What follows belongs to an exercise in optimizing a design on an open flow for small area; a production flow would make more cautious choices. At most, simulation tests tie the RTL to the original design; equivalence was not proved. Power is estimated from default activity; no workload was simulated.

==> wip/juniper <==
==> flow/design.v (excerpt) <==
module dccap_fa (
    input  wire        clk,
    input  wire        rst,          
    input  wire        tick,         
    input  wire        cmd_we,
    input  wire [31:0] cmd_wdata,
    input  wire [2:0]  rd_addr,
    output reg  [31:0] rd_data,
    output wire        busy,         
    output wire        bus_req,
    output wire        bus_rd,
    output wire [1:0]  bus_len,
    output wire [23:0] bus_wdata,
    input  wire        bus_ack,
    input  wire        bus_ok,
    input  wire [15:0] bus_rdata,
    output wire        out_a,
    output wire        out_b,
    output wire        out_pwm
);
==> module dccap_framer, before the edit <==
module dccap_framer (
    input  wire        clk,
    input  wire        rst,
    input  wire        tick,
    input  wire        cmd_ill,      
    input  wire        cmd_fr,       
    input  wire        op2, op3, op4, op5, op6,
    input  wire [7:0]  cmd_a,
    input  wire [15:0] cmd_d,
    output wire        bus_req,
    output wire        bus_rd,
    output wire [1:0]  bus_len,
    output reg  [23:0] bus_wdata,
    input  wire        bus_ack,
    input  wire        bus_ok,
    input  wire [15:0] bus_rdata,
    output wire [5:0]  fr_st,        
    output reg  [27:0] result
);
    localparam [4:0] S_FIN_R  = 5'd0;
    localparam [4:0] S_TX3W   = 5'd1;
    localparam [4:0] S_FIN_W  = 5'd2;
    localparam [4:0] S_TX1I   = 5'd5;
    localparam [4:0] S_RXI    = 5'd6;
    localparam [4:0] S_IDCHK  = 5'd7;
    localparam [4:0] S_SETTLE = 5'd26;
    localparam [4:0] S_FIN_I  = 5'd27;
    localparam [4:0] S_TX1A   = 5'd28;
    localparam [4:0] S_RXA    = 5'd29;
    localparam [4:0] S_TX1B   = 5'd30;
    localparam [4:0] S_RXB    = 5'd31;
    integer i;
    reg        busy;
    reg [1:0]  err;
    reg        ovr, ill, idmm;
    reg [4:0]  st;
    reg [1:0]  att;         
    reg        wt;          
    reg [13:0] wc;
    reg [27:0] w;
    assign fr_st = {idmm, ill, ovr, err, busy};
    wire is_tx1  = (st == S_TX1I) | (st == S_TX1A) | (st == S_TX1B);
    wire is_rx   = (st == S_RXI)  | (st == S_RXA)  | (st == S_RXB);
    wire is_tx3i = (st[4:3] == 2'b01) | (st[4:3] == 2'b10) | (st[4:1] == 4'b1100);
    wire is_tx3w = (st == S_TX3W);
    wire is_bus  = is_tx1 | is_rx | is_tx3i | is_tx3w;
    wire is_set  = (st == S_SETTLE);
    wire g2 = (st[4:2] == 3'b010);    
    wire g3 = (st[4:2] == 3'b011);    
    wire g4 = (st[4:2] == 3'b100);    
    wire g5 = (st[4:2] == 3'b101);    
    wire g6 = (st[4:2] == 3'b110);    
    wire [7:0] a1e = st[1] ? {7'b0010000, st[0]} : {7'b0001111, st[0]};
    wire [23:0] rom = {24{g2}} & {6'b000101, st[1:0], 16'h1001}
                    | {24{g3}} & {a1e, 16'h8800}
                    | {24{g4}} & {6'b000100, st[1:0], 16'h000A}
                    | {24{g5}} & {6'b000010, st[1:0], 16'hFFFF}
                    | {24{g6}} & (st[0] ? 24'h1A1E01 : 24'h1BC20D);
    assign bus_req = busy & ~wt & is_bus;
    assign bus_rd  = is_rx;
    assign bus_len = {~is_tx1, ~is_rx};
    always @(*) begin
        if (is_tx3i)      bus_wdata = rom;
        else if (is_rx)   bus_wdata = 24'd0;
        else if (is_tx3w) bus_wdata = w[23:0];
        else              bus_wdata = {w[23:16], 16'd0};
    end
    reg [4:0] st_inc;
    reg       c;
    always @(*) begin
        c = 1'b1;
        for (i = 0; i < 5; i = i + 1) begin
            st_inc[i] = st[i] ^ c;
            c = c & st[i];
        end
    end
    reg [13:0] wc_inc;
    always @(*) begin
        c = 1'b1;
        for (i = 0; i < 14; i = i + 1) begin
            wc_inc[i] = wc[i] ^ c;
            c = c & wc[i];
        end
    end
    wire wc_end = is_set ? (wc[13] & wc[10] & wc[9] & wc[8] & wc[4])
                         : (wc[12] & wc[9] & wc[8] & wc[7] & wc[3]);
    always @(posedge clk) begin
        if (rst) begin
            busy   <= 1'b0;
            err    <= 2'd0;
            ovr    <= 1'b0;
            ill    <= 1'b0;
            idmm   <= 1'b0;
            result <= 28'd0;
            wt     <= 1'b0;
        end else begin
            if (busy) begin
                if (wt) begin
                    if (wc_end) begin
                        wt <= 1'b0;
                        if (is_set) st  <= st_inc;
                        else        att <= {att[0], ~att[0]};
                    end else if (tick) begin
                        wc <= wc_inc;
                    end
                end else if (is_bus) begin
                    if (bus_ack) begin
                        if (bus_ok) begin
                            if (st == S_RXA) begin
                                w[15:0] <= bus_rdata;
                                w[16]   <= 1'b1;
                            end else if (is_rx) begin
                                w <= {w[11:0], bus_rdata};
                            end
                            st  <= st_inc;
                            att <= 2'd0;
                        end else if (att != 2'd2) begin
                            wt <= 1'b1;
                            wc <= 14'd0;
                        end else begin
                            err  <= 2'd1;
                            busy <= 1'b0;
                        end
                    end
                end else if (st == S_IDCHK) begin
                    result <= w;
                    idmm   <= (w[15:0] != 16'h3055);
                    st     <= st_inc;
                end else if (is_set) begin
                    wt <= 1'b1;
                    wc <= 14'd0;
                end else begin
                    if (st == S_FIN_R) result <= w;
                    err  <= 2'd0;
                    busy <= 1'b0;
                end
            end
            if (cmd_ill) ill <= 1'b1;
            if (cmd_fr) begin
                if (busy) begin
                    ovr <= 1'b1;
                end else if (op3 & |cmd_a[7:2]) begin
                    err <= 2'd2;
                end else begin
                    st  <= op3 ? S_TX1A : (op2 | op4) ? S_TX1B : op6 ? S_TX1I : S_TX3W;
                    att <= 2'd0;
                    wt  <= 1'b0;
                    err <= 2'd0;
                    if (op6) idmm <= 1'b0;
                    busy <= 1'b1;
                    w[15:0]  <= cmd_d | {op5, 15'd0};
                    w[23:16] <= (op3 ? {cmd_a[6:0], 1'b0} : cmd_a)
                              | ((op4 | op6) ? 8'h7F : 8'h00)
                              | (op5 ? 8'h1A : 8'h00);
                end
            end
        end
    end
endmodule
clock: 125.0 ns
lec_check: 0
abc_area: 1
cap_margin: 20
core_margin: 2
core_utilization: 40
slew_margin: 20
standard.sh (not shown) runs the stock make flow with config.mk's settings and CLKGATE_MAP_FILE= SYNTH_SCRIPT=/design/flow/synth_recipe.tcl, a recipe that flattens the netlist after the stock synthesis.
==> flow/flow/run.sh <==
#!/bin/bash
# Layout flow: the standard synthesis, then an area-oriented re-mapping
# of its combinational logic (the registers stay as the standard synthesis
# made them, and the re-mapped netlist is proven equivalent to it before it
# is used), then the standard ORFS steps with 1x port buffers.
# Each tool writes its full output to a log file here.
set -uo pipefail
LIB=$FLOW_HOME/platforms/sky130hd/lib/sky130_fd_sc_hd__tt_025C_1v80.lib
R=orfs/results/sky130hd/dccap_fa/base
DONT="-dont_use *lpflow* -dont_use *probe* -dont_use *clkdly* -dont_use *dlygate*"

bash standard.sh synth > synth.log 2>&1 || exit 1
cp $R/1_2_yosys.v syn_std.v

python3 flow/libgen.py $LIB cells_all.v > libgen.log 2>&1
python3 flow/libgen.py $LIB cells_keep.v sky130_fd_sc_hd__fa_ sky130_fd_sc_hd__ha_ >> libgen.log 2>&1

printf 'strash\ndch -f\namap\ntopo\n' > remap.abc
cat > remap.ys <<EOF
read_verilog cells_keep.v
read_verilog syn_std.v
hierarchy -top dccap_fa
flatten
techmap
opt -purge
abc -script remap.abc -liberty $LIB $DONT
opt_clean -purge
hilomap -hicell sky130_fd_sc_hd__conb_1 HI -locell sky130_fd_sc_hd__conb_1 LO
insbuf -buf sky130_fd_sc_hd__buf_1 A X
splitnets
opt_clean -purge
stat -liberty $LIB
write_verilog -noattr -nohex -nodec syn_remap.v
EOF
cat > equiv.ys <<EOF
read_verilog cells_all.v
read_verilog syn_std.v
rename dccap_fa gold
read_verilog syn_remap.v
rename dccap_fa gate
hierarchy -check
flatten
techmap
opt -purge
equiv_make gold gate equiv
hierarchy -top equiv
equiv_simple -seq 0
equiv_status -assert
EOF
USE=0
if yosys -s remap.ys > remap.log 2>&1 && timeout 1200 yosys -s equiv.ys > equiv.log 2>&1; then
  USE=1
fi
echo "use remapped netlist: $USE" > remap_status.log
if [ $USE = 1 ]; then
  cp syn_remap.v $R/1_2_yosys.v
  rm -f $R/1_synth.odb $R/1_synth.sdc
fi

sed 's/"\${@:-finish}"/BUFFER_PORTS_ARGS="-buffer_cell sky130_fd_sc_hd__buf_1" "${@:-finish}"/' standard.sh > standard_buf1.sh
bash standard_buf1.sh > layout.log 2>&1
==> flow/flow/libgen.py <==
#!/usr/bin/env python3
# Writes Verilog models of a liberty file's cells: combinational cells as
# assigns of their functions, every other cell as a blackbox.
import re, sys
lib = open(sys.argv[1]).read()
out = open(sys.argv[2], 'w')
# cells kept as blackboxes even when combinational (argv[3:] name prefixes)
keep = sys.argv[3:]

def blocks(text, kw):
    # yields (name, body) of top-level 'kw (name) { ... }' groups
    for m in re.finditer(r'\b' + kw + r'\s*\(\s*"?([^")]*)"?\s*\)\s*\{', text):
        i = m.end(); depth = 1
        while depth:
            c = text[i]
            if c == '{': depth += 1
            elif c == '}': depth -= 1
            i += 1
        yield m.group(1), text[m.end():i - 1], m.start()

cells = []
for name, body, _ in blocks(lib, 'cell'):
    cells.append((name, body))
for name, body in cells:
    seq = re.search(r'\b(ff|latch|statetable|ff_bank)\s*\(', body) is not None
    pins = []
    for pn, pb, _ in blocks(body, 'pin'):
        d = re.search(r'direction\s*:\s*"?(\w+)', pb)
        f = re.search(r'\bfunction\s*:\s*"([^"]*)"', pb)
        if any(q[0] == pn for q in pins):
            continue
        pins.append((pn, d.group(1) if d else 'input', f.group(1) if f else None))
    if not pins:
        continue
    outs = [p for p in pins if p[1] == 'output']
    comb = (not seq) and outs and all(p[2] for p in outs)
    if comb and any(('VPWR' in p[2] or 'VGND' in p[2]) for p in outs):
        comb = False
    if any(name.startswith(k) for k in keep):
        comb = False
    ports = ', '.join(p[0] for p in pins)
    if not comb:
        out.write('(* blackbox *)\n')
    out.write('module %s(%s);\n' % (name, ports))
    for pn, d, f in pins:
        out.write('  %s %s;\n' % ('output' if d == 'output' else ('inout' if d == 'inout' else 'input'), pn))
    if comb:
        for pn, d, f in outs:
            e = f.replace('!', '~').replace('+', '|')
            # juxtaposition AND is not used in this library
            out.write('  assign %s = %s;\n' % (pn, e))
    out.write('endmodule\n')
==> wip/indigo: changes against wip/juniper <==
--- a/flow/design.v
+++ b/flow/design.v
@@ -70,24 +70,19 @@
     always @(*) begin
         c = 1'b1;
         for (i = 0; i < 5; i = i + 1) begin
             st_inc[i] = st[i] ^ c;
             c = c & st[i];
         end
     end
-    reg [13:0] wc_inc;
-    always @(*) begin
-        c = 1'b1;
-        for (i = 0; i < 14; i = i + 1) begin
-            wc_inc[i] = wc[i] ^ c;
-            c = c & wc[i];
-        end
-    end
-    wire wc_end = is_set ? (wc[13] & wc[10] & wc[9] & wc[8] & wc[4])
-                         : (wc[12] & wc[9] & wc[8] & wc[7] & wc[3]);
+    localparam [13:0] WC_BACKOFF = 14'h3D3F;
+    localparam [13:0] WC_SETTLE  = 14'h3364;
+    wire [13:0] wc_start = is_set ? WC_SETTLE : WC_BACKOFF;
+    wire [13:0] wc_step  = {wc[12:0], wc[13] ^ wc[12] ^ wc[11] ^ wc[1]};
+    wire        wc_end   = &wc;
     always @(posedge clk) begin
         if (rst) begin
             busy   <= 1'b0;
             err    <= 2'd0;
             ovr    <= 1'b0;
             ill    <= 1'b0;
             idmm   <= 1'b0;
@@ -97,42 +92,42 @@
             if (busy) begin
                 if (wt) begin
                     if (wc_end) begin
                         wt <= 1'b0;
                         if (is_set) st  <= st_inc;
                         else        att <= {att[0], ~att[0]};
                     end else if (tick) begin
-                        wc <= wc_inc;
+                        wc <= wc_step;
                     end
                 end else if (is_bus) begin
                     if (bus_ack) begin
                         if (bus_ok) begin
                             if (st == S_RXA) begin
                                 w[15:0] <= bus_rdata;
                                 w[16]   <= 1'b1;
                             end else if (is_rx) begin
                                 w <= {w[11:0], bus_rdata};
                             end
                             st  <= st_inc;
                             att <= 2'd0;
                         end else if (att != 2'd2) begin
                             wt <= 1'b1;
-                            wc <= 14'd0;
+                            wc <= wc_start;
                         end else begin
                             err  <= 2'd1;
                             busy <= 1'b0;
                         end
                     end
                 end else if (st == S_IDCHK) begin
                     result <= w;
                     idmm   <= (w[15:0] != 16'h3055);
                     st     <= st_inc;
                 end else if (is_set) begin
                     wt <= 1'b1;
-                    wc <= 14'd0;
+                    wc <= wc_start;
                 end else begin
                     if (st == S_FIN_R) result <= w;
                     err  <= 2'd0;
                     busy <= 1'b0;
                 end
             end
             if (cmd_ill) ill <= 1'b1;
@@ -186,36 +181,36 @@
     reg [10:0] hb_dt;
     wire hb_dead = hb_phase[1];
     assign out_a = hb_a & ~hb_dead;
     assign out_b = hb_b & ~hb_dead;
     wire hz_load  = set_hz & |hz_arg;
     wire hz_small = ~|tog_hz[23:3];
     wire tog_run  = |tog_hz;
-    reg [18:0] rem;
-    reg [18:0] dif;
+    reg [18:0] nr;
+    reg [18:0] sm;
     reg [15:0] q;
-    reg        br, a_, b_, ovf;
+    reg        cy, a_, b_, ovf;
     always @(*) begin
-        rem = 19'd500000;
+        nr = ~19'd500000;
         for (i = 15; i >= 0; i = i - 1) begin
-            br  = 1'b0;
-            dif = rem;
+            cy = 1'b0;
+            sm = nr;
             for (j = 0; j < 19; j = j + 1) begin
                 if (j + i <= 18) begin
-                    a_ = rem[j+i];
+                    a_ = nr[j+i];
                     b_ = tog_hz[j];
-                    dif[j+i] = a_ ^ b_ ^ br;
-                    br = (~a_ & b_) | (~(a_ ^ b_) & br);
+                    sm[j+i] = a_ ^ b_ ^ cy;
+                    cy = (a_ & b_) | (a_ & cy) | (b_ & cy);
                 end
             end
             ovf = 1'b0;
             for (j = 0; j < 24; j = j + 1)
                 if (j >= 19 - i) ovf = ovf | tog_hz[j];
-            q[i] = ~br & ~ovf;
-            if (q[i]) rem = dif;
+            q[i] = ~cy & ~ovf;
+            if (q[i]) nr = sm;
         end
     end
     assign tog_reload = hz_small ? {16{tog_run}} : {q[15:1], q[0] | ~|q};
     reg [15:0] cnt_inc;
     reg        c;
     always @(*) begin
         c = 1'b1;
@@ -250,30 +245,24 @@
     end
     wire da100 = duty_act[6] & duty_act[5] & duty_act[2];
     assign out_pwm = lt & ~(da100 & wrap);
     wire        neg   = duty_arg[15];
     wire [6:0]  dl    = duty_arg[6:0];
     wire        gt100 = |duty_arg[14:7] | (dl[6] & dl[5] & (dl[4] | dl[3] | (dl[2] & (dl[1] | dl[0]))));
     wire [6:0]  duty_new = neg ? 7'd0 : gt100 ? 7'd100 : dl;
-    reg [10:0] dt_inc;
-    always @(*) begin
-        c = 1'b1;
-        for (i = 0; i < 11; i = i + 1) begin
-            dt_inc[i] = hb_dt[i] ^ c;
-            c = c & hb_dt[i];
-        end
-    end
-    wire dt_done = hb_dt[10] & hb_dt[9] & hb_dt[8] & hb_dt[7] & hb_dt[6] & hb_dt[4];
+    localparam [10:0] DT_START = 11'h7FB;
+    wire [10:0] dt_step = {hb_dt[9:0], hb_dt[10] ^ hb_dt[8]};
+    wire        dt_done = &hb_dt;
     always @(posedge clk) begin
         if (tick) begin
             if (tog_event) tog_cnt <= 16'd0;
             else           tog_cnt <= cnt_inc;
         end
-        if (hb_phase == 2'd1)         hb_dt <= 11'd0;
-        else if (tick)                hb_dt <= dt_inc;
+        if (hb_phase == 2'd1)         hb_dt <= DT_START;
+        else if (tick)                hb_dt <= dt_step;
         if (hz_load) tog_cnt <= 16'd0;
         if (rst) begin
             duty     <= 7'd0;
             duty_act <= 7'd0;
             ccr_upd  <= 1'b0;
             pwm_lo   <= 4'd0;
             pwm_hi   <= 7'd0;
--- a/flow/flow/run.sh
+++ b/flow/flow/run.sh
@@ -9,19 +9,18 @@
 R=orfs/results/sky130hd/dccap_fa/base
 DONT="-dont_use *lpflow* -dont_use *probe* -dont_use *clkdly* -dont_use *dlygate*"
 
 bash standard.sh synth > synth.log 2>&1 || exit 1
 cp $R/1_2_yosys.v syn_std.v
 
 python3 flow/libgen.py $LIB cells_all.v > libgen.log 2>&1
-python3 flow/libgen.py $LIB cells_keep.v sky130_fd_sc_hd__fa_ sky130_fd_sc_hd__ha_ >> libgen.log 2>&1
 
-printf 'strash\ndch -f\namap\ntopo\n' > remap.abc
+printf 'strash\n&get -n\n&deepsyn -T 120\n&put\ndch -f\namap\nstrash\ndch -f\namap\ntopo\n' > remap.abc
 cat > remap.ys <<EOF
-read_verilog cells_keep.v
+read_verilog cells_all.v
 read_verilog syn_std.v
 hierarchy -top dccap_fa
 flatten
 techmap
 opt -purge
 abc -script remap.abc -liberty $LIB $DONT
 opt_clean -purge
CTS_BUF_LIST = sky130_fd_sc_hd__clkbuf_8   (was default)
==> wip/garnet: changes against wip/juniper <==
--- a/flow/design.v
+++ b/flow/design.v
@@ -41,25 +41,37 @@
     assign fr_st = {idmm, ill, ovr, err, busy};
     wire is_tx1  = (st == S_TX1I) | (st == S_TX1A) | (st == S_TX1B);
     wire is_rx   = (st == S_RXI)  | (st == S_RXA)  | (st == S_RXB);
     wire is_tx3i = (st[4:3] == 2'b01) | (st[4:3] == 2'b10) | (st[4:1] == 4'b1100);
     wire is_tx3w = (st == S_TX3W);
     wire is_bus  = is_tx1 | is_rx | is_tx3i | is_tx3w;
     wire is_set  = (st == S_SETTLE);
-    wire g2 = (st[4:2] == 3'b010);    
-    wire g3 = (st[4:2] == 3'b011);    
-    wire g4 = (st[4:2] == 3'b100);    
-    wire g5 = (st[4:2] == 3'b101);    
-    wire g6 = (st[4:2] == 3'b110);    
-    wire [7:0] a1e = st[1] ? {7'b0010000, st[0]} : {7'b0001111, st[0]};
-    wire [23:0] rom = {24{g2}} & {6'b000101, st[1:0], 16'h1001}
-                    | {24{g3}} & {a1e, 16'h8800}
-                    | {24{g4}} & {6'b000100, st[1:0], 16'h000A}
-                    | {24{g5}} & {6'b000010, st[1:0], 16'hFFFF}
-                    | {24{g6}} & (st[0] ? 24'h1A1E01 : 24'h1BC20D);
+    reg [23:0] rom;
+    always @(*) begin
+        case (st)
+            5'd8:  rom = 24'h141001;
+            5'd9:  rom = 24'h151001;
+            5'd10: rom = 24'h161001;
+            5'd11: rom = 24'h171001;
+            5'd12: rom = 24'h1E8800;
+            5'd13: rom = 24'h1F8800;
+            5'd14: rom = 24'h208800;
+            5'd15: rom = 24'h218800;
+            5'd16: rom = 24'h10000A;
+            5'd17: rom = 24'h11000A;
+            5'd18: rom = 24'h12000A;
+            5'd19: rom = 24'h13000A;
+            5'd20: rom = 24'h08FFFF;
+            5'd21: rom = 24'h09FFFF;
+            5'd22: rom = 24'h0AFFFF;
+            5'd23: rom = 24'h0BFFFF;
+            5'd24: rom = 24'h1BC20D;
+            default: rom = 24'h1A1E01;
+        endcase
+    end
     assign bus_req = busy & ~wt & is_bus;
     assign bus_rd  = is_rx;
     assign bus_len = {~is_tx1, ~is_rx};
     always @(*) begin
         if (is_tx3i)      bus_wdata = rom;
         else if (is_rx)   bus_wdata = 24'd0;
         else if (is_tx3w) bus_wdata = w[23:0];
==> flow/run.sh (new file) <==
#!/bin/bash
# synth_recipe.tcl (not shown) runs the flow's synth.tcl, then flattens the netlist and writes it again
# the make line also repeats each setting of config.mk as NAME=value (left out here)
make -C /OpenROAD-flow-scripts/flow DESIGN_CONFIG=/design/flow/config.mk WORK_HOME=/design/flow/orfs CLKGATE_MAP_FILE= SYNTH_SCRIPT=/design/flow/synth_recipe.tcl finish
removed: flow/flow/run.sh
removed: flow/flow/libgen.py
removed: flow/standard.sh
==> comparison <==
- Non-clock buffer count: wip/indigo is higher than wip/garnet (1).
- Of wip/juniper and wip/indigo, wip/indigo has the higher first-iteration DRC count (gap 28%, measured against wip/indigo).
- Via count, lowest first: wip/juniper, wip/garnet, wip/indigo.
- Worst hold slack, lowest first: wip/garnet, wip/juniper, wip/indigo.
- The lowest setup slack belongs to wip/juniper, the highest to wip/indigo.
- Register-to-register slack: wip/garnet is worse than wip/indigo (1.9 ns).
- Sequential share of layout area: wip/juniper > wip/garnet > wip/indigo.
- Of wip/juniper and wip/garnet, wip/garnet has the higher synthesized cell count (gap about 30%, measured against wip/garnet).
- Against wip/garnet, the sequential power of wip/indigo is smaller by 7.0%.
- Between wip/juniper and wip/indigo, the lower clock-buffer cell count is in wip/indigo (gap 6).
==> figures <==
Mean Syn Cell Area: wip/indigo 7.230 um2; wip/garnet 7.592 um2; wip/juniper 9.455 um2
Clock transition at the registers of the reported paths: wip/indigo 0.11 ns; wip/garnet 0.07 ns; wip/juniper 0.07 ns
Post-synth top flop: wip/indigo sky130_fd_sc_hd__dfxtp_1; wip/garnet sky130_fd_sc_hd__dfxtp_1; wip/juniper -
Most frequent cell after synthesis: wip/indigo sky130_fd_sc_hd__nand2_1; wip/garnet sky130_fd_sc_hd__nand2_1; wip/juniper -
Vias in the first global route: wip/indigo 15030; wip/garnet 14380; wip/juniper 12340
Crit path launch: wip/indigo u_act.tog_hz[13]; wip/garnet u_act.tog_hz[11]; wip/juniper u_act.tog_hz[23]
Power in sequential cells: wip/indigo 60.9 uW; wip/garnet 65.5 uW; wip/juniper 60.9 uW
Switching share of power: wip/indigo 36.10%; wip/garnet 31.66%; wip/juniper 29.95%
Outcome: wip/indigo finished clean; wip/garnet finished clean; wip/juniper finished clean
Areal power density over the cells: wip/indigo 7.842 nW/um2; wip/garnet 8.572 nW/um2; wip/juniper 9.316 nW/um2
Worst-case setup slack after placement: wip/indigo 32.75 ns; wip/garnet 30.66 ns; wip/juniper 27.87 ns
Average via count per standard cell: wip/indigo 5.459; wip/garnet 5.288; wip/juniper 5.958
Total length of routed met3 wires: wip/indigo 3.947 mm; wip/garnet 2.476 mm; wip/juniper 2.819 mm
Sequential fraction of total cell area: wip/indigo 21.74%; wip/garnet 22.37%; wip/juniper 24.22%
Total GRT Usage: wip/indigo 26.22%; wip/garnet 24.63%; wip/juniper 24.92%
Post-synth EDFFs: wip/indigo 49; wip/garnet 49; wip/juniper -
Average wire per cell in the routed design: wip/indigo 18.98 um; wip/garnet 18.24 um; wip/juniper 20.95 um
Fraction of power consumed by sequential logic: wip/indigo 44.3%; wip/garnet 41.4%; wip/juniper 41.5%
Power dissipated by switching net loads: wip/indigo 49.65 uW; wip/garnet 50.16 uW; wip/juniper 43.94 uW
Clock Root Buffer: wip/indigo sky130_fd_sc_hd__clkbuf_8; wip/garnet sky130_fd_sc_hd__clkbuf_16; wip/juniper sky130_fd_sc_hd__clkbuf_16
Floorplan core area: wip/indigo 39820 um2; wip/garnet 39820 um2; wip/juniper 34370 um2
Maximum fanout count along the critical path: wip/indigo 27; wip/garnet 27; wip/juniper 21
For wip/juniper and wip/indigo, only the layout was checked, not whether the RTL still works.

## re-timing with driven ports
The results above use ideal ports. As a check the final layouts listed here were re-extracted and re-timed, cells and wires unchanged. Step 1 (the two cells are an assumption about what drives the block):
set clk [get_ports {clk}]
set_driving_cell -lib_cell sky130_fd_sc_hd__clkbuf_16 $clk
set_driving_cell -lib_cell sky130_fd_sc_hd__buf_2 [delete_from_list [all_inputs] $clk]
Step 2 adds t to the input delays and takes it off the output delays; t is the mean of the earliest and latest rising clock arrival at the registers after step 1. Input paths then give back, and output paths get back, about the clock's delay inside the block. Three values: ideal, step 1, step 2; two values: the first two.
run	t (ns)	setup WS [ns]	worst setup path at the end	latest minus earliest clock arrival (ns)
wip/juniper	0.480	27.374 / 27.323 / 27.803	register to output	0.016 / 0.016
wip/indigo	0.518	31.992 / 31.947 / 32.465	register to output	0.024 / 0.024
wip/garnet	0.487	30.149 / 30.097 / 30.584	register to output	0.016 / 0.016
After both steps every run listed still meets setup and hold.
